From an optimization exercise on the open Yosys and OpenROAD flow, aimed at small area, a short achievable clock period and few clock cycles per item; shortcuts taken in it are not production practice.
In this exercise RTL edits were held to simulation tests only and were not proved equivalent to the original.
Power figures rest on the tool's default switching activity, not on a simulated workload.

==> design/flow/design.v <==
module hacodec (
    input  wire       clk,
    input  wire       rst,
    input  wire       in_valid,
    output wire       in_ready,
    input  wire [7:0] in_data,
    input  wire       in_last,
    output wire       out_valid,
    input  wire       out_ready,
    output wire [7:0] out_data,
    output wire       out_last
);
    function [7:0] bdec;               
        input [7:0] b;
        bdec = {1'b0, b[7:4], 3'b000} + {3'b000, b[7:4], 1'b0} + {4'd0, b[3:0]};
    endfunction
    function bok;
        input [7:0] b;
        bok = (b[7:4] <= 4'd9) && (b[3:0] <= 4'd9);
    endfunction
    function [7:0] benc;               
        input [7:0] v;
        case (v[6:0])
            7'd0 : benc = 8'h00;
            7'd1 : benc = 8'h01;
            7'd2 : benc = 8'h02;
            7'd3 : benc = 8'h03;
            7'd4 : benc = 8'h04;
            7'd5 : benc = 8'h05;
            7'd6 : benc = 8'h06;
            7'd7 : benc = 8'h07;
            7'd8 : benc = 8'h08;
            7'd9 : benc = 8'h09;
            7'd10: benc = 8'h10;
            7'd11: benc = 8'h11;
            7'd12: benc = 8'h12;
            7'd13: benc = 8'h13;
            7'd14: benc = 8'h14;
            7'd15: benc = 8'h15;
            7'd16: benc = 8'h16;
            7'd17: benc = 8'h17;
            7'd18: benc = 8'h18;
            7'd19: benc = 8'h19;
            7'd20: benc = 8'h20;
            7'd21: benc = 8'h21;
            7'd22: benc = 8'h22;
            7'd23: benc = 8'h23;
            7'd24: benc = 8'h24;
            7'd25: benc = 8'h25;
            7'd26: benc = 8'h26;
            7'd27: benc = 8'h27;
            7'd28: benc = 8'h28;
            7'd29: benc = 8'h29;
            7'd30: benc = 8'h30;
            7'd31: benc = 8'h31;
            7'd32: benc = 8'h32;
            7'd33: benc = 8'h33;
            7'd34: benc = 8'h34;
            7'd35: benc = 8'h35;
            7'd36: benc = 8'h36;
            7'd37: benc = 8'h37;
            7'd38: benc = 8'h38;
            7'd39: benc = 8'h39;
            7'd40: benc = 8'h40;
            7'd41: benc = 8'h41;
            7'd42: benc = 8'h42;
            7'd43: benc = 8'h43;
            7'd44: benc = 8'h44;
            7'd45: benc = 8'h45;
            7'd46: benc = 8'h46;
            7'd47: benc = 8'h47;
            7'd48: benc = 8'h48;
            7'd49: benc = 8'h49;
            7'd50: benc = 8'h50;
            7'd51: benc = 8'h51;
            7'd52: benc = 8'h52;
            7'd53: benc = 8'h53;
            7'd54: benc = 8'h54;
            7'd55: benc = 8'h55;
            7'd56: benc = 8'h56;
            7'd57: benc = 8'h57;
            7'd58: benc = 8'h58;
            7'd59: benc = 8'h59;
            7'd60: benc = 8'h60;
            7'd61: benc = 8'h61;
            7'd62: benc = 8'h62;
            7'd63: benc = 8'h63;
            7'd64: benc = 8'h64;
            7'd65: benc = 8'h65;
            7'd66: benc = 8'h66;
            7'd67: benc = 8'h67;
            7'd68: benc = 8'h68;
            7'd69: benc = 8'h69;
            7'd70: benc = 8'h70;
            7'd71: benc = 8'h71;
            7'd72: benc = 8'h72;
            7'd73: benc = 8'h73;
            7'd74: benc = 8'h74;
            7'd75: benc = 8'h75;
            7'd76: benc = 8'h76;
            7'd77: benc = 8'h77;
            7'd78: benc = 8'h78;
            7'd79: benc = 8'h79;
            7'd80: benc = 8'h80;
            7'd81: benc = 8'h81;
            7'd82: benc = 8'h82;
            7'd83: benc = 8'h83;
            7'd84: benc = 8'h84;
            7'd85: benc = 8'h85;
            7'd86: benc = 8'h86;
            7'd87: benc = 8'h87;
            7'd88: benc = 8'h88;
            7'd89: benc = 8'h89;
            7'd90: benc = 8'h90;
            7'd91: benc = 8'h91;
            7'd92: benc = 8'h92;
            7'd93: benc = 8'h93;
            7'd94: benc = 8'h94;
            7'd95: benc = 8'h95;
            7'd96: benc = 8'h96;
            7'd97: benc = 8'h97;
            7'd98: benc = 8'h98;
            7'd99: benc = 8'h99;
            default: benc = 8'hxx;
        endcase
    endfunction
    function [15:0] dstep;
        input [7:0] a;                 
        input [7:0] q;
        reg [7:0] a2;
        reg       ge;
        begin
            a2 = {a[6:0], q[7]};
            ge = (a2 >= 8'd100);
            dstep = {ge ? a2 - 8'd100 : a2, q[6:0], ge};
        end
    endfunction
    reg [79:0] Fv;                     
    reg [3:0]  flen;
    reg        fbin;                   
    reg        fatal;
    reg [2:0]  err;
    reg [79:0] Sv;                     
    reg        tx;                     
    reg        rdy;                    
    reg        ov, ol;
    reg [7:0]  od;
    reg [7:0]  X;                      
    reg        sd;                     
    reg [1:0]  hp;                     
    reg [3:0]  wp;                     
    reg [7:0]  rem;                    
    reg [2:0]  oph, opl;               
    reg        opf0;                   
    reg        bad, oe, eq39;
    reg [3:0]  nlen;
    reg        nfb;
    reg        cpend;                  
    reg        wst;                    
    reg [1:0]  hc;                     
    reg        hf;                     
    reg        rok;                    
    reg        hd;                     
    reg        hbg;                    
    reg [2:0]  dc;                     
    wire [7:0] F [0:9];
    wire [7:0] S [0:9];
    genvar g;
    generate for (g = 0; g < 10; g = g + 1) begin : bytes
        assign F[g] = Fv[8*g +: 8];
        assign S[g] = Sv[8*g +: 8];
    end endgenerate
    assign in_ready  = rdy;
    assign out_valid = ov;
    assign out_data  = od;
    assign out_last  = ol;
    wire g0 = (oph == 3'd0);           
    wire g1 = (oph == 3'd1);           
    wire g2 = (oph == 3'd2);           
    wire g3 = (oph == 3'd3);           
    wire g4 = (oph == 3'd4);           
    wire o_bcddec = g0 & ~opl[0];
    wire o_bcdenc = g0 &  opl[0];
    wire o_adrenc = g1 & ~opl[0];
    wire o_adrdec = g1 &  opl[0];
    wire o_cmdenc = g2 & ~opl[0];
    wire o_cmddec = g2 &  opl[0];
    wire o_fbuild = g3 & (opl == 3'd0);
    wire o_fload  = g3 & (opl == 3'd1);
    wire o_enc    = g4 & ~opl[2] & ~opl[0];    
    wire o_dec2   = g4 & ~opl[2] &  opl[0];    
    wire o_put    = g4 &  opl[2] & ~opl[0];    
    wire o_get    = g4 &  opl[2] &  opl[0];    
    wire o_ts     = ~opl[1];                   
    wire o_enc16  = g4 & ~opl[0];
    reg i_known;
    always @(*) begin
        case (in_data)
            8'h00, 8'h01, 8'h10, 8'h11, 8'h20, 8'h21, 8'h30, 8'h31, 8'h32, 8'h33,
            8'h34, 8'h40, 8'h41, 8'h42, 8'h43, 8'h44, 8'h45, 8'h46, 8'h47, 8'hF0:
                i_known = 1'b1;
            default: i_known = 1'b0;
        endcase
    end
    wire [2:0] ih = in_data[6:4];
    wire [2:0] il = in_data[2:0];
    wire i_f0     = (in_data == 8'hF0);
    wire i_fparse = (ih == 3'd3) & (il == 3'd2);
    wire i_fread  = (ih == 3'd3) & (il == 3'd3);
    wire i_fclr   = (ih == 3'd3) & il[2];
    wire i_get    = (ih == 3'd4) & il[2] & il[0];
    wire i_tsget  = i_get & ~il[1];
    wire i_v16get = i_get &  il[1];
    wire i_len1   = (ih == 3'd3) & (il[2] | il[1]) | i_get | (ih == 3'd7);
    wire i_enc    = (ih == 3'd4) & ~il[2] & ~il[0];
    reg [7:0] i_rem;                   
    always @(*) begin
        case (ih)
            3'd0:             i_rem = 8'd1;
            3'd1:             i_rem = il[0] ? 8'd1 : 8'd2;
            3'd2:             i_rem = il[0] ? 8'd1 : 8'd3;
            3'd3:             i_rem = il[2] | il[1] ? 8'd0 : il[0] ? 8'd1 : 8'd2;
            3'd4:             i_rem = il[2] ? (il[0] ? 8'd0 : il[1] ? 8'd3 : 8'd7)
                                            : (il[1] ? 8'd2 : 8'd6);
            default:          i_rem = 8'd0;
        endcase
    end
    wire ok12 = bok(F[1]) & bok(F[2]);
    wire okF2 = fbin | ok12;
    wire okF6 = fbin | (ok12 & bok(F[3]) & bok(F[4]) & bok(F[5]) & bok(F[6]));
    wire first  = (hp == 2'd0);
    wire hdr    = (o_fload & hp == 2'd1) | (o_fbuild & hp == 2'd2);
    wire s_nok = o_bcddec | o_dec2;
    wire s_99  = o_bcdenc | (o_enc16 & wp[3:2] != 2'd0) | (o_enc16 & wp == 4'd3);
    wire s_39  = o_enc16 & (wp == 4'd1);
    wire s_15  = o_adrenc | (o_enc16 & (wp == 4'd2) & eq39);
    wire s_63  = o_cmdenc & (wp == 4'd2);
    wire s_9   = o_fbuild & (hp == 2'd2);
    wire s_fl  = o_fload & (hp == 2'd1);
    wire s_1   = o_cmdenc & ~wp[1];
    wire chk_oe = (s_nok & ~bok(in_data)) | (s_99 & (in_data > 8'd99)) |
                  (s_39 & (in_data > 8'd39)) | (s_15 & (in_data > 8'd15)) |
                  (s_63 & (in_data > 8'd63)) | (s_9 & (in_data > 8'd9)) |
                  (s_fl & ((in_data == 8'd0) | (in_data > 8'd10)));
    wire chk_bad = s_1 & (in_data > 8'd1);
    reg [2:0] code;                    
    always @(*) begin
        case (oph)
            3'd0:    code = opl[0] ? 3'd5 : 3'd3;
            3'd3:    code = opl[0] ? 3'd4 : 3'd2;
            3'd4:    code = (opl[0] & ~opl[2]) ? 3'd3 : 3'd5;
            default: code = 3'd1;
        endcase
    end
    wire       k7    = fatal & ~opf0;
    wire       badr  = bad | (~hdr & (rem != 8'd1));
    wire       n_bad = badr | chk_bad | (hdr & (in_data != 8'd0));
    wire       n_oe  = oe | chk_oe;
    wire [2:0] st_n  = k7 ? 3'd7 : n_bad ? 3'd6 : n_oe ? code : 3'd0;
    reg [2:0] st_1;
    always @(*) begin
        if (fatal & ~i_f0)                  st_1 = 3'd7;
        else if (~i_known | ~i_len1)        st_1 = 3'd6;
        else if (i_fparse)                  st_1 = (flen == 4'd0) ? 3'd4 : 3'd0;
        else if (i_tsget)                   st_1 = (flen < 4'd7) ? 3'd4 : okF6 ? 3'd0 : 3'd3;
        else if (i_v16get)                  st_1 = (flen < 4'd3) ? 3'd4 : okF2 ? 3'd0 : 3'd3;
        else                                st_1 = 3'd0;
    end
    wire [2:0] status = first ? st_1 : st_n;
    wire       res_ok = ~status[2] & (status[1] == status[0]);    
    reg [3:0] rl_n, rl_1;
    always @(*) begin
        case (oph)
            3'd0:    rl_n = 4'd1;
            3'd1:    rl_n = opl[0] ? 4'd2 : 4'd1;
            3'd2:    rl_n = opl[0] ? 4'd3 : 4'd1;
            3'd4:    rl_n = o_put ? 4'd0 : opl[1] ? 4'd2 : 4'd6;
            default: rl_n = 4'd0;
        endcase
        rl_1 = 4'd0;
        if (i_fparse | i_fread) rl_1 = flen + 4'd1;
        if (i_tsget)            rl_1 = 4'd6;
        if (i_v16get | (ih == 3'd7)) rl_1 = 4'd2;
    end
    wire [3:0] rl = first ? rl_1 : rl_n;
    wire [3:0] bp0 = first ? ((ih == 3'd3) ? 4'd0 : i_get ? 4'd2 : 4'd1)
                           : (o_enc ? 4'd2 : 4'd1);
    wire       i_frb = fbin & (i_fparse | i_fread);
    wire        hg   = ~tx & first & ~fbin & ~rok;
    wire        h0   = hd | hg | hbg;
    wire [7:0]  ha   = hd ? S[0] : F[1];
    wire [7:0]  hb   = hf ? F[2] : S[1];
    wire [15:0] hx   = {S[8], S[9]};
    wire [15:0] hn   = {hx[12:0], 3'd0} + {hx[14:0], 1'b0} +
                       {12'd0, (hc == 2'd2) ? hb[7:4] : hb[3:0]};
    wire [15:0] rv   = (o_get & fbin) ? {F[1], F[2]} : hx;
    wire        rhi  = opl[2] ? (wp == 4'd2) : (wp == 4'd1);
    wire [7:0]  rb   = rhi ? rv[15:8] : rv[7:0];
    wire       xsf = (g3 & ~(fbin & (wp == 4'd1 | wp == 4'd2))) | o_get;
    reg  [7:0] xs;
    always @(*) begin
        case (wp)
            4'd1:    xs = S[0];
            4'd3:    xs = S[3];
            4'd4:    xs = S[4];
            4'd5:    xs = S[5];
            4'd6:    xs = S[6];
            default: xs = S[2];
        endcase
    end
    wire [7:0] xn  = xsf ? F[wp] : xs;
    wire [7:0] Y  = sd ? S[0] : X;
    wire [7:0] dX = bdec(Y);
    wire [7:0] eX = benc(Y);
    reg [7:0] nb;                      
    always @(*) begin
        case (oph)
            3'd0: nb = opl[0] ? eX : dX;
            3'd1: nb = ~opl[0] ? {S[0][3:0], S[1][3:0]} :
                       (wp == 4'd1) ? {4'd0, S[0][7:4]} : {4'd0, S[0][3:0]};
            3'd2: nb = ~opl[0] ? {S[0][0], S[1][0], S[2][5:0]} :
                       (wp == 4'd1) ? {7'd0, S[0][7]} : (wp == 4'd2) ? {7'd0, S[0][6]} :
                       {2'd0, S[0][5:0]};
            3'd3: nb = opl[0] ? ((wp == 4'd0) ? {4'd0, flen} : (fbin & wp != 4'd1) ? eX : X)
                              : ((wp == 4'd0) ? F[0] : (wp == 4'd1) ? {4'd0, flen - 4'd1} :
                                 fbin ? eX : X);
            3'd4: nb = ~opl[0] ? eX :
                       opl[2] ? ((wp < 4'd4) ? rb : fbin ? X : dX)
                              : ((wp < 4'd3) ? rb : dX);
            default: nb = (wp == 4'd1) ? {fatal, 4'd0, err} : 8'h0A;
        endcase
    end
    wire [15:0] d1 = dstep(S[2], S[0]);
    wire [15:0] d2 = dstep(d1[15:8], d1[7:0]);
    wire acc  = in_valid & ~tx;
    wire last = acc & in_last;
    wire dgo  = acc & (first ? i_frb : o_enc & (wp == 4'd2));
    wire dact = (dc != 3'd0);
    wire [2:0] dc_n = dgo ? 3'd4 : first & acc ? 3'd0 : dact ? dc - 3'd1 : 3'd0;
    wire [1:0] hc_n = h0 ? 2'd2 : (hc != 2'd0) ? hc - 2'd1 : 2'd0;
    wire [3:0] wi = (o_enc & wp == 4'd1) ? 4'd2 : (o_enc & wp == 4'd2) ? 4'd0 : wp;
    integer k;
    always @(posedge clk) begin
        for (k = 0; k < 10; k = k + 1)
            if (~tx & ~first & ~hdr & (wi == k))
                Sv[8*k +: 8] <= in_data;
        if (dact)
            {Sv[23:16], Sv[7:0]} <= d2;
        if (~tx & first)
            {Sv[23:16], Sv[7:0]} <= {F[1], F[2]};
        if (h0)
            {Sv[71:64], Sv[79:72]} <= {8'd0, bdec(ha)};
        else if (hc != 2'd0)
            {Sv[71:64], Sv[79:72]} <= hn;
        if (rst) begin
            tx    <= 1'b0;
            rdy   <= 1'b1;
            ov    <= 1'b0;
            hp    <= 2'd0;
            dc    <= 3'd0;
            hc    <= 2'd0;
            hd    <= 1'b0;
            hbg   <= 1'b0;
            rok   <= 1'b0;
            cpend <= 1'b0;
            wst   <= 1'b0;
            flen  <= 4'd0;
            fbin  <= 1'b0;
            fatal <= 1'b0;
            err   <= 3'd0;
        end else begin
            dc <= dc_n;
            hc <= hc_n;
            hbg <= tx & ~o_dec2 & ~o_get & ~cpend & ~rok & ~fbin & (hc_n == 2'd0) &
                   ~(hf & (hc == 2'd1));
            if (acc) hd <= ~first & o_dec2 & (wp == 4'd0) & ~in_last;
            if (h0) hf <= ~hd;
            if ((cpend & (od[2:0] == 3'd0)) | h0 |
                (~tx & ~first & ~hdr & (wi[3:1] == 3'd4)))
                rok <= 1'b0;
            else if (hf & (hc == 2'd1))
                rok <= 1'b1;
            wst   <= 1'b0;
            cpend <= 1'b0;
            if (wst) begin
                if (od[2:0] != 3'd7) err <= od[2:0];
                if (od[2:0] == 3'd1) fatal <= 1'b1;
            end
            if (cpend & (od[2:0] == 3'd0)) begin
                Fv   <= Sv;
                flen <= nlen;
                fbin <= nfb;
            end
            if (~tx) begin
                od <= {5'd0, status};
                ol <= ~res_ok | (rl == 4'd0);
            end
            if (acc) begin
                eq39 <= (in_data == 8'd39);
                if (first) begin
                    oph  <= ih;
                    opl  <= il;
                    opf0 <= i_f0;
                    hp   <= 2'd1;
                    wp   <= {3'd0, i_enc};
                    bad  <= ~i_known;
                    oe   <= 1'b0;
                    rem  <= i_rem;
                end else begin
                    if (hp != 2'd3) hp <= hp + 2'd1;
                    if (~hdr & (wp != 4'd15)) wp <= wp + 4'd1;
                    bad <= bad | chk_bad | (rem == 8'd0);
                    oe  <= n_oe;
                    rem <= hdr ? in_data : rem - 8'd1;
                    if (s_fl) nlen <= in_data[3:0];
                    if (s_9)  nlen <= in_data[3:0] + 4'd1;
                end
            end
            if (last) begin
                tx  <= 1'b1;
                rdy <= 1'b0;
                ov  <= first ? ~(i_frb | (i_get & ~fbin & ~rok))
                             : ~(o_enc & wp == 4'd2) & (dc[2:1] == 2'd0) &
                               ~(o_dec2 & (wp == 4'd1 | hc[1]));
                rem <= {4'd0, rl};
                wp  <= bp0;
                sd  <= 1'b1;
                wst <= first ? ~i_f0 : ~opf0;
                if (first) begin
                    cpend <= i_fclr;
                    nlen  <= 4'd0;
                end else begin
                    cpend <= o_fload | o_fbuild | o_put;
                    nfb   <= o_put;
                    if (o_put) nlen <= o_ts ? 4'd7 : 4'd3;
                end
            end else if (tx) begin
                if (~ov) begin
                    if (g3 ? (dc_n[2:1] == 2'd0) : (dc_n == 3'd0) & (hc_n == 2'd0)) ov <= 1'b1;
                end else if (out_ready) begin
                    if (ol) begin
                        tx <= 1'b0;
                        rdy <= 1'b1;
                        ov <= 1'b0;
                        hp <= 2'd0;
                    end else begin
                        od  <= nb;
                        X   <= xn;
                        sd  <= 1'b0;
                        wp  <= wp + 4'd1;
                        rem <= rem - 8'd1;
                        ol  <= (rem == 8'd1);
                    end
                end
            end
        end
    end
endmodule
==> design/flow/flow/run.sh <==
#!/bin/bash
set -euo pipefail
bash standard.sh SYNTH_SCRIPT="$PWD/flow/synth_abc.tcl" SETUP_SLACK_MARGIN=6 MATCH_CELL_FOOTPRINT=0 \
  "BUFFER_PORTS_ARGS=-buffer_cell sky130_fd_sc_hd__buf_4" finish > flow_standard.log 2>&1
==> design/flow/flow/abc_area_nf.script <==
strash
ifraig
scorr
dc2
strash
&get -n
&dch -f
&nf
&put
==> design/flow/flow/synth_abc.tcl <==
# synth_recipe.tcl (the standard synthesis) with one change: the technology mapping of the
# combinational logic uses flow/abc_area_nf.script (an area-oriented ABC script)
# instead of ORFS's abc_speed.script. Flip-flops are mapped before ABC and are not touched.
set ::abc_area_script [file join [file dirname [file normalize [info script]]] abc_area_nf.script]
proc synth {args} { yosys synth -nofsm -noshare {*}$args }
proc abc {args} {
  set i [lsearch -exact $args -script]
  if {$i >= 0 && [string match *abc_speed.script [lindex $args [expr {$i + 1}]]]} {
    set args [lreplace $args $i [expr {$i + 1}] -script $::abc_area_script]
  }
  yosys abc {*}$args
}
source $::env(SCRIPTS_DIR)/synth.tcl
# left out here: clear keep_hierarchy, flatten, clean up, hide names made inside functions, write 1_2_yosys.v
==> design/flow/standard.sh <==
#!/bin/bash
# synth_recipe.tcl (not shown) runs the flow's synth.tcl, then flattens the netlist and writes it again
# the make line also repeats each setting of config.mk as NAME=value (left out here)
make -C /OpenROAD-flow-scripts/flow DESIGN_CONFIG=/design/flow/config.mk WORK_HOME=/design/flow/orfs CLKGATE_MAP_FILE= SYNTH_SCRIPT=/design/flow/synth_recipe.tcl "${@:-finish}"
==> design/flow/config.mk <==
export PLATFORM = sky130hd
export DESIGN_NAME = hacodec
export DESIGN_NICKNAME = hacodec
export VERILOG_FILES = /design/flow/design.v
export SDC_FILE = /design/flow/constraint.sdc
export NUM_CORES = 4
export LEC_CHECK = 0
export ABC_CLOCK_PERIOD_IN_PS = 4000
export CAP_MARGIN = 20
export CORE_MARGIN = 2
export CORE_UTILIZATION = 40
export CTS_CLUSTER_DIAMETER = 100
export CTS_CLUSTER_SIZE = 20
export SETUP_SLACK_MARGIN = 5
export SLEW_MARGIN = 20
==> design/flow/constraint.sdc <==
create_clock -name core_clock -period 10.0 [get_ports {clk}]
set_input_delay 2.0000 -clock core_clock [delete_from_list [all_inputs] [get_ports {clk}]]
set_output_delay 2.0000 -clock core_clock [all_outputs]
set_load 0.01 [all_outputs]
==> results of run 1 <==
-- worst paths after layout --
path | to | slack [ns] | depth (start not counted)
min | Fv[56]$_DFFE_PP_ | 0.42 | 0
min reg2reg | Fv[56]$_DFFE_PP_ | 0.42 | 0
max | Sv[70]$_SDFFE_PN0P_ | 5.96 | 19
max reg2reg | Sv[70]$_SDFFE_PN0P_ | 5.96 | 19
-- final cells by class --
type / instances / area [sq um]
fill: 3107 / 17570
multi-input combinational: 1021 / 6760
sequential: 230 / 6594
timing repair buffer: 74 / 593.1
tap: 442 / 553.0
clock buffer: 23 / 405.4
inverter: 51 / 210.2
clock inverter: 2 / 20.02
-- power groups by stage --
stage / registers (mW) / logic, mW / clock network [mW]
CTS: 1.23 / 0.765 / 0.624
global route: 1.24 / 0.881 / 0.656
detailed placement: 1.25 / 0.729 / 0
floorplan: 1.19 / 0.510 / 0
global placement: 1.25 / 0.719 / 0
finish: 1.23 / 0.809 / 0.615
-- metrics by stage --
step / power, mW / util / cells
6_report: 2.656 / 0.4628 / 1843
5_1_grt: 2.773 / 0.4628 / 1843
4_1_cts: 2.618 / 0.4573 / 1830
3_5_place_dp: 1.980 / 0.4369 / 1792
3_3_place_gp: 1.972 / 0.4369 / 1792
2_1_floorplan: 1.700 / - / 1302
-- kinds of logic (layout without fill, tap and decap cells) --
kind of cell,count (synthesis),count (layout),share of synthesized area
multiplexers,26,26,0.02493
adder cells (fa/ha/maj),72,72,0.07087
XOR/XNOR,33,33,0.02165
AND/OR/NAND/NOR,442,442,0.1530
buffers and inverters,51,150,0.01434
AO/OA/AOI/OAI,448,448,0.2218
flip-flops,230,230,0.4934
-- synthesized netlist by cell type (6+ instances only) --
library cell	n	area, sq um
a211oi_1	21	157.7
a21o_1	8	60.06
a21oi_1	106	530.5
a221oi_1	10	87.58
a222oi_1	30	300.3
a22o_1	15	131.4
a22oi_1	14	105.1
a31oi_1	33	206.5
a32oi_1	7	61.31
and2_0	22	137.6
clkinv_1	51	191.4
dfxtp_1	32	640.6
edfxtp_1	198	5946
fa_1	6	120.1
ha_1	66	825.8
mux2_1	8	90.09
mux2i_1	13	130.1
nand2_1	130	488.0
nand2b_1	14	87.58
nand3_1	25	125.1
nand4_1	10	62.56
nor2_1	137	514.2
nor2b_1	18	112.6
nor3_1	42	210.2
nor3b_1	6	45.04
nor4_1	11	68.82
o211ai_1	11	82.58
o21ai_0	108	540.5
o21bai_1	6	45.04
o221ai_1	6	52.55
o22a_1	12	105.1
o22ai_1	15	93.84
or3_1	6	37.54
xnor2_1	22	192.7
xor2_1	11	96.34
-- state kept, by name, summed over array words and instances (netlist names), 2 cells and up --
signal and flops:
dc 3, wp 4, od 8, nlen 4, hc 2, opl 3, flen 4, Sv 80
rem 8, err 3, oph 3, X 8, hp 2, Fv 80
-- timing repair --
action,in CTS,in global routing
buffers inserted,13,13
endpoints found under the hold margin,0,0
setup endpoints to repair,55,44
resized for setup,35,23
pin swaps,8,11
gates cloned,0,0
-- layer usage --
layer  track usage  vias up  share of wire
li1              -     5297              -
met2        0.4029      786           0.43
met4       0.07662        0          0.031
met1        0.4041     5729           0.43
met5             0        -              0
met3       0.04721       88           0.11
-- worst reg2reg max path, cell delays in order, from the launching register on --
cell	delay, ns
dfxtp_4	0.39
nor2b_4	0.18
mux4_2	0.55
ha_1	0.30
ha_1	0.23
fa_2	0.36
a21o_1	0.18
a21oi_2	0.17
o21bai_1	0.10
a21oi_2	0.19
o21bai_1	0.10
a21oi_2	0.17
nor2b_1	0.06
o21a_1	0.17
o21ai_1	0.17
nand2b_1	0.08
a21oi_1	0.18
xnor2_1	0.09
a22oi_1	0.13
a21oi_1	0.08
==> impl_metrics.env, run 1 <==
export IMPL_setup_violations=0
export IMPL_fin_crit_sh=0.4036
export IMPL_arrival_ns=4.39
export IMPL_preCtsSetupSlack_ns=5.277
export IMPL_wl_per_cell_microns=26.25
export IMPL_cts_tree="done"
export IMPL_hold_class="flop to flop"
export IMPL_startpoint="hc[0]$_SDFF_PP0_"
export IMPL_fin_nets=1478
export IMPL_crit_path_end_kind="flop"
export IMPL_p_int_mw=1.724
export IMPL_swShare=0.3510
export IMPL_max_slew_margin=0.2474
export IMPL_syn_area_sq_mm=0.01335
export IMPL_grt_max_degree=81
export IMPL_r2r_start="hc[0]$_SDFF_PP0_"
export IMPL_cts_buffers=15
export IMPL_synth_nets=1387
export IMPL_tightest_slew_ns=1.129
export IMPL_gr_total_overflow=0
export IMPL_p_switching_mw=0.9322
export IMPL_hold_start="Sv[56]$_DFFE_PP_"
export IMPL_hpwl_microns=35470
export IMPL_drive_above_1_share=0.09921
export IMPL_postSynthAreaPerCell_sq_um=10.25
export IMPL_cpLargestDelayFamily="compound AO/OA/AOI/OAI gates"
export IMPL_status="finished clean"
export IMPL_ios=24
export IMPL_max_clock_path_buffers=3
export IMPL_diodes=0
export IMPL_port_buffers=23
export IMPL_crit_slowest_cell="mux4_2"
export IMPL_path_max_fanout=7
export IMPL_pwr_share_clk=0.232
export IMPL_hold_viol=0
export IMPL_synth_seq_cells=230
export IMPL_vias=11900
export IMPL_cts_root_buf="clkbuf_16"
export IMPL_rows=66
export IMPL_critPathKind="flop to flop"
export IMPL_drc=0
export IMPL_ys_warn_count=1
export IMPL_dpl_cell_area_sq_mm=0.01429
export IMPL_grt_pass1_wl_microns=71660
export IMPL_path_cells="nor2b_4 -> mux4_2 -> ha_1 -> ha_1 -> fa_2 -> a21o_1 -> a21oi_2 -> o21bai_1 -> a21oi_2 -> o21bai_1 -> a21oi_2 -> nor2b_1 -> o21a_1 -> o21ai_1 -> nand2b_1 -> a21oi_1 -> xnor2_1 -> a22oi_1 -> a21oi_1"
export IMPL_dr_pass1_iters=9
export IMPL_max_stage_delay_ns=0.55
export IMPL_holdWs_ns=0.4196
export IMPL_grtUsageTotal=0.2710
export IMPL_die_area_sq_mm=0.03485
export IMPL_slew_viol_final=0
export IMPL_h_tree_depth=1
export IMPL_die_y_microns=186.7
export IMPL_p_per_area_mw_per_mm2=175.5
export IMPL_seq_power_share=0.464
export IMPL_gp_congestion=0.9631
export IMPL_postSynthCellCount=1302
export IMPL_clk_pin_slew_worst_paths_ns=0.09
export IMPL_skew_ns=0.02629
export IMPL_die_w_microns=186.7
export IMPL_coreArea_sq_mm=0.03270
export IMPL_final_area_sq_mm=0.01514
export IMPL_insertion_delay_ns=0.51
export IMPL_synth_edff_count=198
export IMPL_start_kind="flop"
export IMPL_cts_num_sinks=230
export IMPL_syn_to_final_growth_pct=13.40
export IMPL_crit_top_cell="a21oi_2"
export IMPL_cap_violations=0
export IMPL_required_ns=10.36
export IMPL_ys_flop_type="edfxtp_1"
export IMPL_grt_pass1_vias=10850
export IMPL_yosysSeqAreaShare=0.4934
export IMPL_power_frac_comb=0.305
export IMPL_ant_nets=0
export IMPL_post_route_min_period_ns=4.036
export IMPL_layout_setup_ws_ns=5.964
export IMPL_worst_path_buf_inv=0
export IMPL_initial_core_util=0.4082
export IMPL_drt_iter0_drc=1990
export IMPL_antenna_found_initial=0
export IMPL_synthDistinctLibCells=61
export IMPL_wl_microns=48370
export IMPL_rsz0062_at_grt="true"
export IMPL_postCtsHoldBufs=0
export IMPL_final_common_cell="edfxtp_1"
export IMPL_p_leak_nw=5.130
export IMPL_async_flop_share=0
export IMPL_fmax_ghz=0.2478
export IMPL_tns_ns=0
export IMPL_final_cell_mix="edfxtp_1 (198), nor2_1 (133), nand2_1 (130)"
export IMPL_viasPerCell=6.457
export IMPL_irDropWorstVdd_uv=94.11
Testbench counts, summed over its fixed seeds: cycles 248,529, requests 32,000.
==> run 2, diff against run 1 <==
==> design/flow/flow/run.sh (replaced) <==
#!/bin/bash
set -euo pipefail
bash standard.sh SYNTH_SCRIPT="$PWD/flow/synth_abc.tcl" SETUP_SLACK_MARGIN=6.5 MATCH_CELL_FOOTPRINT=0 \
  "BUFFER_PORTS_ARGS=-buffer_cell sky130_fd_sc_hd__buf_4" finish > flow_standard.log 2>&1
==> run 2 against run 1 <==
  * Still clean
  * Utilization is 2.7 points higher
  * Sequential power hardly changed
  * Count of clock-buffer cells in the layout is 1 higher
  * First-iteration DRC count is 9.4% higher
  * Setup slack better by 0.025 ns
  * Maximum frequency is 0.61% higher
  * Routed wire length is 7.4% higher
  * Clock power is 2% higher
  * Die area stayed put
  * Critical path type unchanged
  * Highest routed layer unchanged
==> impl_metrics.env, run 2 <==
export IMPL_status="finished clean"
export IMPL_ios=24
export IMPL_initial_core_util=0.4082
export IMPL_p_per_area_mw_per_mm2=172.5
export IMPL_finalPower_mw=2.765
export IMPL_vias=12440
export IMPL_yosysSeqAreaShare=0.4934
export IMPL_grt_pass1_vias=11410
export IMPL_cts_buffers=15
export IMPL_tns_ns=0
export IMPL_setup_violations=0
export IMPL_max_clock_path_buffers=3
export IMPL_postSynthCellCount=1302
export IMPL_grt_pass1_wl_microns=74490
export IMPL_antenna_found_initial=0
export IMPL_synthMostInstantiatedCell="edfxtp_1"
export IMPL_die_y_microns=186.7
export IMPL_place_inst=1788
export IMPL_irDropWorstVdd_uv=118.4
export IMPL_grt_max_degree=81
export IMPL_wl_microns=51940
export IMPL_h_tree_depth=1
export IMPL_multi_input_area_sq_mm=0.007119
export IMPL_start_kind="flop"
export IMPL_cts_num_sinks=230
export IMPL_final_seq_area_sq_mm=0.006594
export IMPL_netlist_area_leader_share=0.4454
export IMPL_max_slew_margin=0.2155
export IMPL_tightest_slew_ns=1.172
export IMPL_startpoint="Sv[11]$_DFFE_PP_"
export IMPL_path_cells="mux4_2 -> fa_2 -> fa_2 -> a21o_1 -> a21oi_2 -> o21bai_1 -> a21oi_2 -> o21bai_1 -> a21oi_2 -> nor2b_1 -> o21a_1 -> o21ai_2 -> nand2b_1 -> a21oi_2 -> xnor2_1 -> a22oi_1 -> a21oi_1"
export IMPL_drc=0
export IMPL_synth_nets=1387
export IMPL_gr_total_overflow=0
export IMPL_ant_nets=0
export IMPL_die_area_sq_mm=0.03485
export IMPL_fillCellCount=3038
export IMPL_crit_top_cell="a21oi_2"
export IMPL_path_max_fanout=3
export IMPL_async_flop_share=0
export IMPL_instances_no_fill=1890
export IMPL_coreArea_sq_mm=0.03270
export IMPL_insertion_delay_ns=0.51
export IMPL_fin_crit_sh=0.4011
export IMPL_synthTopCellsByArea="edfxtp_1 (45%), ha_1 (6.2%), dfxtp_1 (4.8%), o21ai_0 (4.0%), a21oi_1 (4.0%)"
export IMPL_synth_seq_cells=230
export IMPL_synth_edff_count=198
export IMPL_synthDistinctLibCells=61
export IMPL_clk_pin_slew_worst_paths_ns=0.09
export IMPL_final_common_cell="edfxtp_1"
export IMPL_ys_flop_type="edfxtp_1"
export IMPL_postSynthAreaPerCell_sq_um=10.25
export IMPL_die_w_microns=186.7
export IMPL_hold_viol=0
export IMPL_critPathKind="flop to flop"
export IMPL_required_ns=10.36
export IMPL_crit_path_end_kind="flop"
export IMPL_viasPerCell=6.581
export IMPL_hold_class="flop to flop"
export IMPL_slew_viol_final=0
export IMPL_crit_slowest_cell="edfxtp_1"
export IMPL_post_route_min_period_ns=4.011
export IMPL_hold_start="Sv[60]$_DFFE_PP_"
export IMPL_drive_above_1_share=0.1678
export IMPL_final_area_sq_mm=0.01603
export IMPL_p_leak_nw=5.495
export IMPL_rsz0062_at_grt="true"
export IMPL_fin_nets=1524
export IMPL_worst_r2r_setup_slack_ns=5.99
export IMPL_diodes=0
export IMPL_r2r_start="Sv[11]$_DFFE_PP_"
export IMPL_gp_congestion=0.9833
export IMPL_syn_to_final_growth_pct=20.06
export IMPL_max_stage_delay_ns=0.56
export IMPL_cts_tree="done"
export IMPL_yosys_top_cells_count="edfxtp_1 (198), nor2_1 (137), nand2_1 (130), o21ai_0 (108), a21oi_1 (106)"
export IMPL_drt_iter0_drc=2177
export IMPL_cap_violations=0
export IMPL_rows=66
export IMPL_hpwl_microns=35650
export IMPL_final_cell_mix="edfxtp_1 (198), nor2_1 (129), nand2_1 (127)"
export IMPL_top_regs="Fv (80), Sv (80)"
export IMPL_holdWs_ns=0.4222
export IMPL_dpl_cell_area_sq_mm=0.01433
export IMPL_ys_warn_count=1
export IMPL_port_buffers=23
export IMPL_skew_ns=0.02733
export IMPL_syn_area_sq_mm=0.01335
export IMPL_fmax_ghz=0.2493
export IMPL_wl_per_cell_microns=27.48
export IMPL_grtUsageTotal=0.2834
export IMPL_arrival_ns=4.37
export IMPL_dr_pass1_iters=7
export IMPL_yosys_area_top_type="edfxtp_1"
export IMPL_cts_root_buf="clkbuf_16"
==> run 2: path summary, 6_finish.rpt <==
check / endpoint / depth (start not counted)
hold / removal: Fv[60]$_DFFE_PP_ / 0
setup reg to reg: Sv[70]$_SDFFE_PN0P_ / 17
setup / recovery: Sv[70]$_SDFFE_PN0P_ / 17
hold reg to reg: Fv[60]$_DFFE_PP_ / 0
==> run 2: critical path: cells and delay by family (launching register included) <==
kind / cells / cell delay, ns
muxes: 1 / 0.56
and+or+nand+nor: 2 / 0.16
AOI/OAI and AO/OA: 11 / 1.62
xor gates and xnor gates: 1 / 0.07
DFF: 1 / 0.56
adders and majority gates: 2 / 0.91
==> run 2: logic make-up after synthesis <==
kind of cell               share of synthesized area
AOI/OAI and AO/OA                             0.2218
and+or+nand+nor                               0.1530
DFF                                           0.4934
adders and majority gates                    0.07087
buffers and inverters                        0.01434
xor gates and xnor gates                     0.02165
muxes                                        0.02493
==> run 2: timing repair <==
action                                  CTS  global route
pin swaps                                23            46
endpoints found under the setup margin  152            44
resized for setup                        70            73
setup buffers                            32            39
hold buffers                              0             0
gates cloned                              4             1
==> run 2: cell type report <==
cell class                      instances  share of cell area
Tap cell                              442             0.03451
Inverter                               51             0.01335
Clock buffer                           24             0.02553
Timing Repair Buffer                  119             0.06933
Timing Repair inverter                  1           0.0003123
Clock inverter                          2            0.001249
Multi-Input combinational cell       1021              0.4443
Sequential cell                       230              0.4115
==> run 2: report_power, final <==
group | internal [mW] | switching (mW) | leakage (nW) | total [mW]
sequential | 1.12 | 0.115 | 2.09 | 1.23
clock | 0.288 | 0.337 | 0.206 | 0.625
combinational | 0.377 | 0.529 | 3.20 | 0.907
total | 1.78 | 0.982 | 5.49 | 2.76
==> run 2: stage by stage <==
stage	util	setup slack, ns
after CTS	0.4700	5.954
after detailed placement	0.4381	5.418
after global placement	0.4381	5.466
after floorplan	-	6.065
final	0.4901	5.989
after global routing	0.4901	5.753
==> run 2: layer usage <==
layer | GRT usage | vias to the layer above | share of wire
li1 | - | 5407 | -
met1 | 0.3986 | 6014 | 0.40
met2 | 0.4246 | 896 | 0.44
met3 | 0.07335 | 121 | 0.12
met4 | 0.09524 | 0 | 0.036
met5 | 0 | - | 0
==> run 3, diff against run 2 <==
==> design/flow/flow/run.sh (replaced) <==
#!/bin/bash
set -euo pipefail
bash standard.sh SYNTH_SCRIPT="$PWD/flow/synth_abc.tcl" SETUP_SLACK_MARGIN=6 MATCH_CELL_FOOTPRINT=0 \
  "BUFFER_PORTS_ARGS=-buffer_cell sky130_fd_sc_hd__buf_4" finish > flow_standard.log 2>&1
==> design/flow/flow/synth_abc.tcl (replaced) <==
# synth_recipe.tcl (the standard synthesis) with one change: the technology mapping of the
# combinational logic uses ABC's default script for a liberty mapping (abc -liberty ... -D)
# instead of ORFS's abc_speed.script. Flip-flops are mapped before ABC and are not touched.
proc synth {args} { yosys synth -nofsm -noshare {*}$args }
proc abc {args} {
  set i [lsearch -exact $args -script]
  if {$i >= 0 && [string match *abc_speed.script [lindex $args [expr {$i + 1}]]]} {
    set args [lreplace $args $i [expr {$i + 1}]]
  }
  yosys abc {*}$args
}
source $::env(SCRIPTS_DIR)/synth.tcl
# left out here: clear keep_hierarchy, flatten, clean up, hide names made inside functions, write 1_2_yosys.v
removed: design/flow/flow/abc_area_nf.script
==> run 3 against run 2 <==
  * Non-clock buffer count fell by 48
  * Sequential share of layout area up 2.1 points
  * Sequential power about the same
  * Power fell by 1.8%
  * Still clean on timing, DRC and antenna
  * Register-to-register slack hardly changed
  * Critical endpoint unchanged
  * Flip-flop and latch count is the same
  * Critical path type unchanged
  * Largest power group unchanged
  * Clock skew up 0.0035 ns
  * Synthesized cell count grew 5.5%
  * Cell area shrank 4.9%
  * Utilization is 3.5 points lower
  * Critical path depth increased by 4
==> impl_metrics.env, run 3 <==
export IMPL_hold_class="flop to flop"
export IMPL_hold_end="Fv[58]$_DFFE_PP_"
export IMPL_r2r_cells=21
export IMPL_instances_no_fill=1850
export IMPL_cts_root_buf="clkbuf_16"
export IMPL_cts_tree="done"
export IMPL_yosys_area_top_type="edfxtp_1"
export IMPL_ys_flop_type="edfxtp_1"
export IMPL_ios=24
export IMPL_worst_r2r_setup_slack_ns=5.98
export IMPL_skew_ns=0.03080
export IMPL_synthTopCellsByArea="edfxtp_1 (44%), ha_1 (6.1%), dfxtp_1 (4.7%), o21ai_0 (4.0%), a21oi_1 (3.9%)"
export IMPL_viasPerCell=6.539
export IMPL_synth_seq_cells=230
export IMPL_die_w_microns=188.5
export IMPL_arrival_ns=4.37
export IMPL_postSynthAreaPerCell_sq_um=9.911
export IMPL_p_leak_nw=5.354
export IMPL_setup_violations=0
export IMPL_slew_viol_final=0
export IMPL_r2r_end="Sv[70]$_SDFFE_PN0P_"
export IMPL_holdWs_ns=0.4084
export IMPL_use_met1=0.4012
export IMPL_synthMostInstantiatedCell="edfxtp_1"
export IMPL_wl_per_cell_microns=27.50
export IMPL_fmax_ghz=0.2489
export IMPL_max_slew_margin=0.2718
export IMPL_yosysSeqAreaShare=0.4836
export IMPL_gp_congestion=0.9765
export IMPL_grt_max_degree=81
export IMPL_postSynthCellCount=1374
export IMPL_wl_microns=50880
export IMPL_ant_nets=0
export IMPL_ys_warn_count=1
export IMPL_hpwl_microns=37110
export IMPL_path_max_fanout=3
export IMPL_coreArea_sq_mm=0.03353
export IMPL_rows=67
export IMPL_die_area_sq_mm=0.03554
export IMPL_drt_iter0_drc=1826
export IMPL_p_switching_mw=0.9694
export IMPL_synthDistinctLibCells=65
export IMPL_rsz0062_at_grt="true"
export IMPL_seq_power_share=0.456
export IMPL_dpl_cell_area_sq_mm=0.01428
export IMPL_max_clock_path_buffers=3
export IMPL_gr_total_overflow=0
export IMPL_grtUsageTotal=0.2808
export IMPL_tns_ns=0
export IMPL_post_route_min_period_ns=4.018
export IMPL_drive_above_1_share=0.1078
export IMPL_syn_area_sq_mm=0.01362
export IMPL_status="finished clean"
export IMPL_hold_viol=0
export IMPL_port_buffers=23
export IMPL_gr_usage_met3=0.05383
export IMPL_r2r_start="hc[1]$_SDFF_PP0_"
export IMPL_dr_pass1_iters=7
export IMPL_h_tree_depth=1
export IMPL_p_per_area_mw_per_mm2=178.1
export IMPL_finalPower_mw=2.715
export IMPL_cts_num_sinks=230
export IMPL_power_frac_comb=0.296
export IMPL_initial_core_util=0.4061
export IMPL_drc=0
export IMPL_pwr_share_clk=0.248
export IMPL_hold_start="Sv[58]$_DFFE_PP_"
export IMPL_netlist_area_leader_share=0.4366
export IMPL_irDropWorstVdd_uv=102.5
export IMPL_antenna_found_initial=1
export IMPL_use_met2=0.4342
export IMPL_p_int_mw=1.746
export IMPL_swShare=0.3570
export IMPL_fin_nets=1476
export IMPL_yosys_top_cells_count="edfxtp_1 (198), nor2_1 (137), nand2_1 (130), o21ai_0 (108), a21oi_1 (106)"
export IMPL_grt_pass1_wl_microns=74450
export IMPL_syn_to_final_growth_pct=11.95
export IMPL_clk_pin_slew_worst_paths_ns=0.09
export IMPL_cts_buffers=16
export IMPL_fin_crit_sh=0.4018
export IMPL_cap_violations=0
export IMPL_required_ns=10.35
export IMPL_vias=12100
export IMPL_synth_nets=1459
export IMPL_async_flop_share=0
export IMPL_min_path_cells=0
export IMPL_tightest_slew_ns=1.087
export IMPL_busiest_layer="met2"
export IMPL_crit_path_end_kind="flop"
export IMPL_top_regs="Fv (80), Sv (80)"
export IMPL_final_area_sq_mm=0.01525
export IMPL_final_common_cell="edfxtp_1"
export IMPL_insertion_delay_ns=0.53
export IMPL_die_y_microns=188.5
export IMPL_final_cell_mix="edfxtp_1 (198), nor2_1 (133), nand2_1 (130)"
export IMPL_start_kind="flop"
export IMPL_critPathKind="flop to flop"
export IMPL_synth_edff_count=198
export IMPL_place_inst=1794
export IMPL_grt_pass1_vias=11180
## run 3: layout make-up
type	instances	area [sq um]
Inverter	51	197.7
Antenna cell	1	2.502
Clock inverter	5	53.80
Timing Repair Buffer	71	655.6
Clock buffer	23	426.7
Multi-Input combinational cell	1021	6755
Fill cell	3193	18290
Tap cell	448	560.5
Sequential cell	230	6594
## run 3: stage by stage
| stage | setup slack (ns) | util |
|---|---|---|
| after global routing | 5.813 | 0.4546 |
| after global placement | 5.457 | 0.4260 |
| after detailed placement | 5.368 | 0.4260 |
| after floorplan | 5.939 | - |
| after CTS | 5.816 | 0.4446 |
| final | 5.982 | 0.4547 |
## run 3: how the worst max path moves through the flow
stage	from	to	cells past startpoint
2_1_floorplan	in_data[3]	ol$_DFFE_PN_	13
3_3_place_gp	in_data[2]	ol$_DFFE_PN_	13
3_5_place_dp	in_data[2]	ol$_DFFE_PN_	13
4_1_cts	hc[0]$_SDFF_PP0_	Sv[70]$_SDFFE_PN0P_	18
5_1_grt	hc[1]$_SDFF_PP0_	Sv[70]$_SDFFE_PN0P_	21
6_report	hc[1]$_SDFF_PP0_	Sv[70]$_SDFFE_PN0P_	21
## run 3: cell families (layout without fill, tap and decap cells)
logic type	after synthesis	in the layout	synth area share
XOR/XNOR	33	33	0.02122
multiplexers	26	26	0.02444
flip-flops	230	230	0.4836
adder cells (fa/ha/maj)	72	72	0.06946
buffers and inverters	123	150	0.03390
AO/OA/AOI/OAI	448	448	0.2174
other	0	1	0
AND/OR/NAND/NOR	442	442	0.1499
## run 3: what timing repair did
action	in CTS	in global routing
pin swaps	5	21
endpoints found under the hold margin	0	0
resized for setup	24	37
gates cloned	0	2
setup endpoints to repair	10	11
hold buffers	0	0
buffers inserted	7	16
## run 3: power by group through the flow
stage,logic [mW],registers [mW],clock network (mW)
floorplan,0.528,1.19,0
global placement,0.715,1.26,0
detailed placement,0.724,1.26,0
CTS,0.750,1.24,0.677
global route,0.874,1.24,0.708
finish,0.804,1.24,0.673
## run 3: worst max-delay path, stage by stage, from the launching register on
cell,delay (ns)
dfxtp_4,0.37
nor2b_4,0.19
buf_4,0.13
buf_4,0.11
mux4_2,0.51
ha_1,0.20
ha_2,0.19
fa_2,0.40
a21o_1,0.17
a21oi_2,0.16
o21bai_1,0.10
a21oi_2,0.18
o21bai_1,0.10
a21oi_2,0.16
nor2b_1,0.07
o21a_1,0.18
o21ai_2,0.13
nand2b_1,0.08
a21oi_2,0.13
xnor2_1,0.07
a22oi_1,0.14
a21oi_1,0.09
## run 3: per-layer routing
metal  share of wire  vias to the layer above  wire, microns
met3            0.11                      122           5475
li1                -                     5299              -
met5               0                        -              0
met1            0.42                     5886          21280
met2            0.44                      790          22310
met4           0.036                        0           1817
==> run 4, diff against run 3 <==
--- a/design/flow/design.v
+++ b/design/flow/design.v
@@ -292,6 +292,13 @@
     wire [7:0]  hb   = hf ? F[2] : S[1];
     wire [15:0] hx   = {S[8], S[9]};
-    wire [15:0] hn   = {hx[12:0], 3'd0} + {hx[14:0], 1'b0} +
-                       {12'd0, (hc == 2'd2) ? hb[7:4] : hb[3:0]};
+    wire [14:0] ha1  = {hx[11:0], 3'd0};
+    wire [14:0] ha2  = {hx[13:0], 1'b0};
+    wire [14:0] ha3  = {11'd0, (hc == 2'd2) ? hb[7:4] : hb[3:0]};
+    wire [14:0] hs   = ha1 ^ ha2 ^ ha3;
+    wire [14:0] hcy  = {(ha1[13:0] & ha2[13:0]) | (ha1[13:0] & ha3[13:0]) | (ha2[13:0] & ha3[13:0]), 1'b0};
+    wire [8:0]  hlo  = {1'b0, hs[7:0]} + {1'b0, hcy[7:0]};
+    wire [6:0]  hhi0 = hs[14:8] + hcy[14:8];
+    wire [6:0]  hhi1 = hs[14:8] + hcy[14:8] + 7'd1;
+    wire [15:0] hn   = {1'b0, hlo[8] ? hhi1 : hhi0, hlo[7:0]};
     wire [15:0] rv   = (o_get & fbin) ? {F[1], F[2]} : hx;
     wire        rhi  = opl[2] ? (wp == 4'd2) : (wp == 4'd1);
==> design/flow/flow/abc_area_nf.script (new file) <==
strash
ifraig
scorr
dc2
strash
&get -n
&dch -f
&nf
&put
==> design/flow/flow/synth_abc.tcl (replaced) <==
# synth_recipe.tcl (the standard synthesis) with one change: the technology mapping of the
# combinational logic uses flow/abc_area_nf.script (an area-oriented ABC script)
# instead of ORFS's abc_speed.script. Flip-flops are mapped before ABC and are not touched.
set ::abc_area_script [file join [file dirname [file normalize [info script]]] abc_area_nf.script]
proc synth {args} { yosys synth -nofsm -noshare {*}$args }
proc abc {args} {
  set i [lsearch -exact $args -script]
  if {$i >= 0 && [string match *abc_speed.script [lindex $args [expr {$i + 1}]]]} {
    set args [lreplace $args $i [expr {$i + 1}] -script $::abc_area_script]
  }
  yosys abc {*}$args
}
source $::env(SCRIPTS_DIR)/synth.tcl
# left out here: clear keep_hierarchy, flatten, clean up, hide names made inside functions, write 1_2_yosys.v
==> run 4 against run 3 <==
  * Routed wire length down 3.1%
  * Sequential power down 4%
  * Die area down 1.6%
  * Non-clock buffer count down 8
  * Global-route usage down 0.81 points
  * Count of clock-buffer cells in the layout unchanged
  * Highest routed layer unchanged
==> impl_metrics.env, run 4 <==
export IMPL_status="finished clean"
export IMPL_postCtsHoldBufs=0
export IMPL_final_util=0.4514
export IMPL_hold_start="Sv[62]$_DFFE_PP_"
export IMPL_clk_pin_slew_worst_paths_ns=0.08
export IMPL_hold_class="flop to flop"
export IMPL_slew_viol_final=0
export IMPL_antenna_found_initial=0
export IMPL_tns_ns=0
export IMPL_fmax_ghz=0.2556
export IMPL_drt_iter0_drc=1742
export IMPL_use_met2=0.4168
export IMPL_pwr_share_clk=0.247
export IMPL_start_kind="flop"
export IMPL_gr_total_overflow=0
export IMPL_wl_microns=49280
export IMPL_hpwl_microns=35580
export IMPL_preCtsSetupSlack_ns=5.349
export IMPL_r2r_start="oph[0]$_DFFE_PP_"
export IMPL_postSynthCellCount=1290
export IMPL_ant_nets=0
export IMPL_die_w_microns=187.0
export IMPL_initial_core_util=0.4023
export IMPL_p_switching_mw=0.8568
export IMPL_postSynthAreaPerCell_sq_um=10.38
export IMPL_syn_to_final_growth_pct=12.20
export IMPL_hold_viol=0
export IMPL_worst_r2r_setup_slack_ns=6.09
export IMPL_viasPerCell=6.551
export IMPL_required_ns=10.13
export IMPL_h_tree_depth=1
export IMPL_grtUsageTotal=0.2726
export IMPL_use_met1=0.3901
export IMPL_seq_power_share=0.474
export IMPL_ios=24
export IMPL_grt_pass1_vias=11150
export IMPL_top_regs="Fv (80), Sv (80)"
export IMPL_final_cell_mix="edfxtp_1 (198), nor2_1 (134), nand2_1 (120)"
export IMPL_max_slew_margin=0.2755
export IMPL_synth_edff_count=198
export IMPL_p_per_area_mw_per_mm2=167.4
export IMPL_cts_root_buf="clkbuf_16"
export IMPL_holdWs_ns=0.4226
export IMPL_startpoint="oph[0]$_DFFE_PP_"
export IMPL_synthMostInstantiatedCell="edfxtp_1"
export IMPL_dr_pass1_iters=9
export IMPL_synth_seq_cells=230
export IMPL_drc=0
export IMPL_grt_max_degree=80
export IMPL_final_common_cell="edfxtp_1"
export IMPL_die_area_sq_mm=0.03496
export IMPL_ys_warn_count=1
export IMPL_cts_buffers=15
export IMPL_insertion_delay_ns=0.51
export IMPL_yosysSeqAreaShare=0.4919
export IMPL_swShare=0.3406
export IMPL_yosys_top_cells_count="edfxtp_1 (198), nor2_1 (136), nand2_1 (120), a21oi_1 (115), o21ai_0 (101)"
export IMPL_synthDistinctLibCells=63
export IMPL_netlist_area_leader_share=0.4440
export IMPL_arrival_ns=4.04
export IMPL_fillCellCount=3216
export IMPL_port_buffers=23
export IMPL_die_y_microns=187.0
export IMPL_power_frac_comb=0.278
export IMPL_setup_violations=0
export IMPL_busiest_layer="met2"
export IMPL_path_max_fanout=10
export IMPL_rsz0062_at_grt="true"
export IMPL_tightest_slew_ns=1.087
export IMPL_wl_per_cell_microns=26.96
export IMPL_rows=67
export IMPL_vias=11980
export IMPL_ys_flop_type="edfxtp_1"
export IMPL_cts_num_sinks=230
export IMPL_skew_ns=0.02450
export IMPL_grt_pass1_wl_microns=72030
export IMPL_gr_usage_met3=0.03940
export IMPL_drive_above_1_share=0.08339
export IMPL_fin_nets=1455
export IMPL_irDropWorstVdd_uv=85.17
export IMPL_fin_crit_sh=0.3912
export IMPL_synthTopCellsByArea="edfxtp_1 (44%), ha_1 (6.1%), dfxtp_1 (4.8%), a21oi_1 (4.3%), nor2_1 (3.8%)"
export IMPL_p_leak_nw=5.051
export IMPL_crit_path_end_kind="flop"
export IMPL_coreArea_sq_mm=0.03328
export IMPL_yosys_area_top_type="edfxtp_1"
export IMPL_max_clock_path_buffers=3
export IMPL_critPathKind="flop to flop"
export IMPL_cap_violations=0
export IMPL_cts_tree="done"
export IMPL_synth_nets=1375
export IMPL_p_int_mw=1.658
export IMPL_async_flop_share=0
export IMPL_syn_area_sq_mm=0.01339
export IMPL_layout_setup_ws_ns=6.088
export IMPL_gp_congestion=0.9683
export IMPL_post_route_min_period_ns=3.912
==> run 4: repair_timing <==
| action | CTS | global route |
|---|---|---|
| gates resized for setup | 11 | 20 |
| pin swaps | 0 | 2 |
| setup buffers | 3 | 7 |
| setup endpoints to repair | 50 | 29 |
==> run 4: path summary, 6_finish.rpt <==
kind                                          to  cells after the start
worst min register to register  Fv[62]$_DFFE_PP_                      0
worst min-delay path            Fv[62]$_DFFE_PP_                      0
worst max register to register  Sv[40]$_DFFE_PP_                      8
worst max-delay path            Sv[40]$_DFFE_PP_                      8
==> run 4: area by class of cell <==
class	count	area (sq um)	share of cell area
multi-input cells	1009	6739	0.4485
clock inverters	3	22.52	0.001499
clock buffers	23	405.4	0.02698
inverters	51	202.7	0.01349
well taps	448	560.5	0.03731
repair buffers	63	504.2	0.03356
flip-flops and latches	230	6588	0.4385
diodes	1	2.502	0.0001666
==> run 4: worst max-delay path: stages, from the launching register on <==
cell and delay (ns):
edfxtp_1 0.53, nand3b_1 0.45, nor2_1 0.08, buf_4 0.23
nand4b_1 0.40, nand2_1 0.23, nor3_2 0.57, nand2_1 0.21
nor2_1 0.84
==> run 4: metal layers <==
metal / vias to the layer above / share of wire
li1: 5274 / -
met1: 5843 / 0.42
met2: 734 / 0.44
met3: 125 / 0.095
met4: 0 / 0.043
met5: - / 0
==> run 4: stage by stage <==
stage / cells / power, mW / instance area (sq um)
2_1_floorplan: 1290 / 1.630 / 13400
5_1_grt: 1827 / 2.619 / 15020
3_3_place_gp: 1791 / 1.868 / 14380
6_report: 1828 / 2.515 / 15020
3_5_place_dp: 1791 / 1.875 / 14380
4_1_cts: 1820 / 2.490 / 14870
==> run 4: cells by family after synthesis <==
logic type      synth area share
mux                      0.03149
fa+ha+maj                0.07120
compound gates            0.2254
buf+inv                  0.01430
flops                     0.4919
xor+xnor                 0.02224
simple gates              0.1435
==> run 4: power by group through the flow <==
stage          Clock [mW]  Sequential [mW]  Combinational [mW]
2_1_floorplan           0             1.17               0.462
3_3_place_gp            0             1.21               0.656
3_5_place_dp            0             1.21               0.663
4_1_cts             0.627             1.19               0.673
5_1_grt             0.658             1.20               0.764
6_report            0.622             1.19               0.700
Testbench counts of run 4, summed over its fixed seeds: cycles 248,529, requests 32,000.
==> run 5, diff against run 4 <==
==> design/flow/flow/synth_abc.tcl (replaced) <==
# synth_recipe.tcl (the standard synthesis) with one change: the technology mapping of the
# combinational logic uses ABC's default script for a liberty mapping (abc -liberty ... -D)
# instead of ORFS's abc_speed.script. Flip-flops are mapped before ABC and are not touched.
proc synth {args} { yosys synth -nofsm -noshare {*}$args }
proc abc {args} {
  set i [lsearch -exact $args -script]
  if {$i >= 0 && [string match *abc_speed.script [lindex $args [expr {$i + 1}]]]} {
    set args [lreplace $args $i [expr {$i + 1}]]
  }
  yosys abc {*}$args
}
source $::env(SCRIPTS_DIR)/synth.tcl
# left out here: clear keep_hierarchy, flatten, clean up, hide names made inside functions, write 1_2_yosys.v
removed: design/flow/flow/abc_area_nf.script
==> run 5 against run 4 <==
  * Largest power group unchanged
  * Routed wire length increased by 0.60%
  * Flip-flop and latch count unchanged
  * Clock power increased by 6.1%
  * Highest routed layer is now met5
  * First-iteration DRC count increased by 10%
  * Die area increased by 2.0%
  * Critical endpoint is now ol$_DFFE_PN_
  * Hold slack got worse by 0.0052 ns
==> impl_metrics.env, run 5 <==
export IMPL_syn_to_final_growth_pct=9.773
export IMPL_synth_nets=1447
export IMPL_worst_r2r_setup_slack_ns=6.08
export IMPL_post_route_min_period_ns=3.927
export IMPL_pwr_share_clk=0.258
export IMPL_r2r_end="Sv[4]$_DFFE_PP_"
export IMPL_slew_viol_final=0
export IMPL_skew_ns=0.03287
export IMPL_drive_above_1_share=0.09635
export IMPL_fin_nets=1445
export IMPL_synthMostInstantiatedCell="edfxtp_1"
export IMPL_synthMuxAreaShare=0.03087
export IMPL_setup_violations=0
export IMPL_swShare=0.3423
export IMPL_synthTopCellsByArea="edfxtp_1 (44%), ha_1 (6.0%), dfxtp_1 (4.7%), a21oi_1 (4.2%), nor2_1 (3.7%)"
export IMPL_die_w_microns=188.8
export IMPL_synth_xor_area_share=0.02180
export IMPL_final_cell_mix="edfxtp_1 (198), nor2_1 (135), nand2_1 (120)"
export IMPL_final_common_cell="edfxtp_1"
export IMPL_arrival_ns=4.19
export IMPL_h_tree_depth=1
export IMPL_ant_nets=0
export IMPL_gr_total_overflow=0
export IMPL_netlist_area_leader_share=0.4352
export IMPL_hold_class="flop to flop"
export IMPL_synthSimpleGateAreaFrac=0.1407
export IMPL_fmax_ghz=0.2546
export IMPL_yosys_area_top_type="edfxtp_1"
export IMPL_rows=67
export IMPL_cp_depth=11
export IMPL_gp_congestion=0.9660
export IMPL_p_per_area_mw_per_mm2=170.5
export IMPL_p_switching_mw=0.8750
export IMPL_clk_pin_slew_worst_paths_ns=0.09
export IMPL_synth_compound_area_frac=0.2209
export IMPL_cts_buffers=16
export IMPL_postSynthAreaPerCell_sq_um=10.03
export IMPL_max_stage_delay_ns=0.47
export IMPL_r2r_cells=7
export IMPL_yosys_top_cells_count="edfxtp_1 (198), nor2_1 (136), nand2_1 (120), a21oi_1 (115), o21ai_0 (101)"
export IMPL_path_max_fanout=19
export IMPL_grt_pass1_vias=11130
export IMPL_hold_start="Sv[62]$_DFFE_PP_"
export IMPL_synthAdderAreaFrac=0.06979
export IMPL_drc=0
export IMPL_port_buffers=23
export IMPL_crit_slowest_cell="or3b_4"
export IMPL_path_cells="buf_4 -> or3b_4 -> a21oi_2 -> nor2_1 -> o31ai_2 -> o31a_1 -> nand3_1 -> a311oi_2 -> a22oi_1 -> nor2_1 -> a31oi_1"
export IMPL_synth_seq_cells=230
export IMPL_grt_pass1_wl_microns=73170
export IMPL_synth_edff_count=198
export IMPL_finalPower_mw=2.556
export IMPL_async_flop_share=0
export IMPL_wl_per_cell_microns=27.27
export IMPL_viasPerCell=6.542
export IMPL_power_frac_comb=0.271
export IMPL_grtUsageTotal=0.2750
export IMPL_grt_max_degree=81
export IMPL_yosysSeqAreaShare=0.4821
export IMPL_postCtsHoldBufs=0
export IMPL_ys_warn_count=1
export IMPL_dpl_cell_area_sq_mm=0.01434
export IMPL_cts_root_buf="clkbuf_16"
export IMPL_wl_microns=49580
export IMPL_status="finished clean"
export IMPL_rsz0062_at_grt="true"
export IMPL_fin_crit_sh=0.3927
export IMPL_die_y_microns=188.8
export IMPL_synth_top_family_by_area="compound AO/OA/AOI/OAI gates"
export IMPL_cp_endpoint="ol$_DFFE_PN_"
export IMPL_cap_violations=0
export IMPL_ys_flop_type="edfxtp_1"
export IMPL_crit_top_cell="nor2_1"
export IMPL_p_int_mw=1.681
export IMPL_tightest_slew_ns=1.090
export IMPL_drt_iter0_drc=1922
export IMPL_seq_power_share=0.471
export IMPL_r2r_start="oph[1]$_DFFE_PP_"
export IMPL_startpoint="in_data[4]"
export IMPL_syn_area_sq_mm=0.01366
export IMPL_top_regs="Fv (80), Sv (80)"
export IMPL_hold_viol=0
export IMPL_coreArea_sq_mm=0.03362
export IMPL_cts_num_sinks=230
export IMPL_tns_ns=0
export IMPL_max_slew_margin=0.2698
export IMPL_vias=11890
export IMPL_insertion_delay_ns=0.52
export IMPL_irDropWorstVdd_uv=99.42
export IMPL_diodes=0
export IMPL_p_leak_nw=5.215
export IMPL_hpwl_microns=36420
export IMPL_required_ns=10.26
export IMPL_antenna_found_initial=1
export IMPL_critPathKind="primary input to flop"
export IMPL_die_area_sq_mm=0.03565
export IMPL_cts_tree="done"
export IMPL_crit_path_end_kind="flop"
export IMPL_postSynthCellCount=1362
export IMPL_max_clock_path_buffers=3
export IMPL_dr_pass1_iters=8
export IMPL_synthDistinctLibCells=66
export IMPL_start_kind="primary input"
export IMPL_cpLargestDelayFamily="compound AO/OA/AOI/OAI gates"
export IMPL_final_area_sq_mm=0.01500
export IMPL_worst_path_buf_inv=1
export IMPL_ios=24
export IMPL_initial_core_util=0.4064
## run 5: cell count changes after synthesis, moves of 5 or more
cell,change
clkbuf_1,+71
clkinv_1,-51
inv_1,+51
and2_0,-20
and2_1,+20
mux2_1,-9
mux2_2,+9
or2_0,-6
or2_2,+6
o221a_1,-5
o221a_2,+5
## run 5: per-layer routing
layer | up-vias | wire [microns] | GRT usage
li1 | 5243 | - | -
met1 | 5820 | 20800 | 0.3843
met2 | 716 | 21810 | 0.4222
met3 | 112 | 5136 | 0.06258
met4 | 2 | 1745 | 0.08654
met5 | - | 82 | 0.01786
## run 5: area by class of cell
class                   instances  area [sq um]
flip-flops and latches        230          6588
clock buffers                  24         430.4
well taps                     448         560.5
repair buffers                 52         410.4
multi-input cells            1009          6753
clock inverters                 4         56.30
fillers                      3209         18620
inverters                      51         197.7
## run 5: how the worst min path moves through the flow
| stage | end | slack [ns] | cells after the start |
|---|---|---|---|
| 2_1_floorplan | Fv[56]$_DFFE_PP_ | 0.40 | 0 |
| 3_3_place_gp | Fv[60]$_DFFE_PP_ | 0.40 | 0 |
| 3_5_place_dp | Fv[56]$_DFFE_PP_ | 0.40 | 0 |
| 4_1_cts | Fv[62]$_DFFE_PP_ | 0.42 | 0 |
| 5_1_grt | Fv[62]$_DFFE_PP_ | 0.43 | 0 |
| 6_report | Fv[62]$_DFFE_PP_ | 0.42 | 0 |
## run 5: power by group through the flow
stage	combinational [mW]	clock, mW	sequential, mW
2_1_floorplan	0.478	0	1.16
3_3_place_gp	0.643	0	1.22
3_5_place_dp	0.653	0	1.22
4_1_cts	0.662	0.666	1.20
5_1_grt	0.760	0.702	1.21
6_report	0.692	0.660	1.20
## run 5: timing repair
action                     in CTS  in global routing
setup endpoints to repair      30                 24
pin swaps                       0                  4
setup buffers                   1                  5
gates resized for setup        15                 12
## run 5: per-stage QoR
step | cells | util | hold WS (ns) | setup slack, ns
global route | 1818 | 0.4461 | 0.4284 | 5.990
floorplan | 1362 | - | 0.4003 | 5.593
global placement | 1784 | 0.4266 | 0.4009 | 5.441
finish | 1818 | 0.4461 | 0.4174 | 6.073
CTS | 1813 | 0.4433 | 0.4196 | 6.000
detailed placement | 1784 | 0.4266 | 0.4045 | 5.333
## run 5: logic make-up (layout without fill, tap and decap cells)
kind of cell | Yosys count | count (layout)
AOI/OAI and AO/OA | 457 | 457
xor gates and xnor gates | 34 | 34
adders and majority gates | 72 | 72
buffers and inverters | 123 | 131
DFF | 230 | 230
muxes | 31 | 31
and+or+nand+nor | 415 | 415
## run 5: worst reg2reg max path, delay by kind of cell (launching register included)
family	cells	cell delay, ns
and+or+nand+nor	5	1.63
AOI/OAI and AO/OA	2	1.38
DFF	1	0.54

[afterwards: timing with drivers on the ports]
No port has a modelled driver above. Below, the same layouts with a new extraction and two added sets of constraints. Step 1 assumes that a clkbuf_16 drives the clock port and a buf_2 every other input. Step 2 moves the port delays by t, midway between the first and last clock arrival at a register: inputs arrive t later, outputs are due t later. That takes back most of the time a late clock gives input paths. a / b / c = ideal / step 1 / step 2; a / b = the first two.
| run | t, ns | setup WS [ns] | worst hold slack (ns) | worst register clock-pin slew, ns | cell pins on the clock port's net |
|---|---|---|---|---|---|
| run 1 | 0.547 | 5.964 / 5.964 / 5.559 | 0.420 / 0.420 / 0.420 | 0.09 / 0.09 | 1 |
| run 2 | 0.552 | 5.989 / 5.989 / 5.521 | 0.422 / 0.422 / 0.422 | 0.10 / 0.10 | 1 |
| run 3 | 0.574 | 5.982 / 5.982 / 5.467 | 0.408 / 0.408 / 0.408 | 0.10 / 0.10 | 1 |
| run 4 | 0.559 | 6.088 / 6.088 / 5.566 | 0.423 / 0.423 / 0.423 | 0.10 / 0.10 | 1 |
| run 5 | 0.558 | 6.073 / 6.080 / 5.542 | 0.417 / 0.417 / 0.417 | 0.09 / 0.09 | 1 |
After both steps every run listed still meets setup and hold. The setup slack of run 5, which loses most, moves by +0.007 ns with the drivers and by -0.531 ns with both steps.
